What follows belongs to an exercise in optimizing a design on an open flow for small area, a short achievable clock period and few clock cycles; a production flow would make more cautious choices.
In this exercise RTL edits were held to simulation tests only and were not proved equivalent to the original.

==> flow/design.v (excerpt) <==
module frame_rx (
    input  wire        clk,
    input  wire        rst,
    input  wire        cmd_valid,
    output wire        cmd_ready,
    input  wire [15:0] cmd_word,
    input  wire [7:0]  rx_avail,
    input  wire        rx_err,
    input  wire        rx_valid,
    input  wire [7:0]  rx_data,
    output wire        rx_ready,
    output reg         rsp_valid,
    output reg  [1:0]  rsp_status,
    output reg  [31:0] rsp_data,
    output reg         ev_valid,
    output reg         ev_hdr,
    output reg  [7:0]  ev_port,
    output reg  [7:0]  ev_data
);
Size: ~4,700 cells after synthesis, ~1,300 flip-flops, about 92 I/O pins, ~0.055 mm² of cells after synthesis.
Settings: LEC_CHECK=0, CAP_MARGIN=20, CORE_MARGIN=2, CORE_UTILIZATION=55, CTS_CLUSTER_DIAMETER=120, CTS_CLUSTER_SIZE=24, PLACE_DENSITY=0.7, SETUP_SLACK_MARGIN=5, SLEW_MARGIN=20, TNS_END_PERCENT=100; clock period 10.0 ns.
standard.sh (not shown) runs the stock make flow with config.mk's settings and CLKGATE_MAP_FILE= SYNTH_SCRIPT=/design/flow/synth_recipe.tcl, a recipe that flattens the netlist after the stock synthesis.
==> flow/flow/run.sh <==
#!/bin/bash
set -euo pipefail
bash standard.sh SETUP_SLACK_MARGIN=6.7 finish > std_flow.log 2>&1
Testbench counts at the start, summed over its fixed seeds: cycles 46,051.
Then changed:
--- a/flow/design.v
+++ b/flow/design.v
@@ -34,19 +34,19 @@
     endfunction
     function [31:0] inc32(input [31:0] c, input ci);
         integer g, b;
         reg cy, run;
         begin
             run = ci;
-            for (g = 0; g < 8; g = g + 1) begin
+            for (g = 0; g < 4; g = g + 1) begin
                 cy = run;
-                for (b = 0; b < 4; b = b + 1) begin
-                    inc32[4*g+b] = c[4*g+b] ^ cy;
-                    cy = c[4*g+b] & cy;
+                for (b = 0; b < 8; b = b + 1) begin
+                    inc32[8*g+b] = c[8*g+b] ^ cy;
+                    cy = c[8*g+b] & cy;
                 end
-                run = run & (&c[4*g +: 4]);
+                run = run & (&c[8*g +: 8]);
             end
         end
     endfunction
     function [31:0] add7(input [31:0] c, input [6:0] a);
         reg [7:0] lo;
         reg [31:0] up;
@@ -69,13 +69,12 @@
     reg [6:0]  wr;             
     reg [6:0]  cur;            
     reg [6:0]  head;           
     reg        behind;         
     reg        cb_ok;          
     reg [7:0]  cb;
-    reg [6:0]  ra_c;           
     reg [1:0]  rs;
     reg        hold, hold_a5;  
     reg [5:0]  off;            
     reg        sz_bad;
     reg [5:0]  h_size;
     reg [7:0]  h_port;
@@ -155,17 +154,16 @@
     wire [6:0] head_n = !step ? head :
                         (rs == R_SYNC) ? ((hold && hold_a5 && b_5a) ? head : cur) :
                         fail ? (found ? k : cur) :
                         ok_frame ? cur + 7'd1 : head;
     wire [6:0] c_next = cur + {6'd0, step};
     wire [6:0] w_next = wr + {6'd0, rx_vq};
-    wire [5:0] raddr  = d_busy ? d_ptr : ra_c[5:0];
+    wire [6:0] c_ra   = cur + {6'd0, behind && cb_ok};
+    wire [5:0] raddr  = d_busy ? d_ptr : c_ra[5:0];
     wire [7:0] rdata  = mem[raddr];
     wire behind_next  = jump || (c_next != w_next);
-    wire cb_ok_next   = behind_next && !jump && (behind && cb_ok && !step || !d_busy);
-    wire [6:0] cur_n  = (step && fail && found) ? k + 7'd2 : c_next;
     wire [5:0] dl_next = d_busy ? d_left - 6'd1 :
                          hdr_go ? q_size :
                          hdr_now ? h_size : 6'd0;
     wire q_next   = (push && !disp_idle) || (q_valid && d_busy);
     wire pre_ok    = !behind && rx_vq && !stall && t0_r && b_c3 &&
                      (crc_trl == h_crc) && port_ok && disp_idle;
@@ -183,13 +181,13 @@
     end
     always @(posedge clk) begin
         rx_q <= rx_data;
         port_ok <= port_reg[h_port];
         reg_arg <= arg;
         if (!(behind && cb_ok && !step)) begin
-            if (ra_c == wr)
+            if (c_ra == wr)
                 cb <= rx_q;
             else
                 cb <= rdata;
         end
     end
     always @(posedge clk) begin
@@ -204,13 +202,12 @@
             rx_vq <= 1'b0;
             wr <= 7'd0;
             cur <= 7'd0;
             head <= 7'd0;
             behind <= 1'b0;
             cb_ok <= 1'b0;
-            ra_c <= 7'd0;
             rs <= R_SYNC;
             hold <= 1'b0;
             h5 <= 1'b0;
             t0_r <= 1'b0;
             last_r <= 1'b0;
             q_valid <= 1'b0;
@@ -301,14 +298,13 @@
                 rd_left <= rd_left - 7'd1;
                 if (rd_left == 7'd1)
                     rd_act <= 1'b0;
             end
             wr <= w_next;
             behind <= behind_next;
-            cb_ok <= cb_ok_next;
-            ra_c <= cur_n + {6'd0, behind_next && cb_ok_next};
+            cb_ok <= behind_next && !jump && (behind && cb_ok && !step || !d_busy);
             d_left <= dl_next;
             d_busy <= (dl_next != 6'd0);
             q_valid <= q_next;
             pre_hdr <= early_hdr;
             if (d_busy) begin
                 ev_valid <= 1'b1;
Result:
- flip-flop and latch count goes down by 7
- count of clock-buffer cells in the layout goes up by 1
- final cell count goes down by 3.4%
- critical path depth goes up by 4
- die area goes down by 1.5%
- maximum frequency goes up by 1.9%
Testbench counts after the change, summed over its fixed seeds: cycles 46,051.

[afterwards: timing with drivers on the ports]
The flow's constraints put no driver on any port. The routed layouts listed below were extracted and timed again, unchanged, in two steps.
Step 1 (the two cells are an assumption about what drives the block):
set clk [get_ports {clk}]
set_driving_cell -lib_cell sky130_fd_sc_hd__clkbuf_16 $clk
set_driving_cell -lib_cell sky130_fd_sc_hd__buf_2 [delete_from_list [all_inputs] $clk]
Step 2 adds t to the input delays and takes it off the output delays; t is the mean of the earliest and latest rising clock arrival at the registers after step 1. Input paths then give back, and output paths get back, about the clock's delay inside the block.
Slacks: ideal ports / drivers / drivers and shift; pairs: ideal ports / drivers.
run	t, ns	slack for setup (ns)	hold slack, ns	worst register clock-pin slew, ns	worst data-port slew with drivers (ns)
the first run	0.768	6.534 / 6.566 / 5.803	0.455 / 0.455 / 0.455	0.11 / 0.11	0.07
the second run	0.776	6.597 / 6.597 / 5.958	0.446 / 0.446 / 0.446	0.11 / 0.11	0.06
After both steps every run listed still meets setup and hold. For the first run, which loses most, drivers alone change the setup slack by +0.032 ns; drivers and shift together by -0.731 ns.
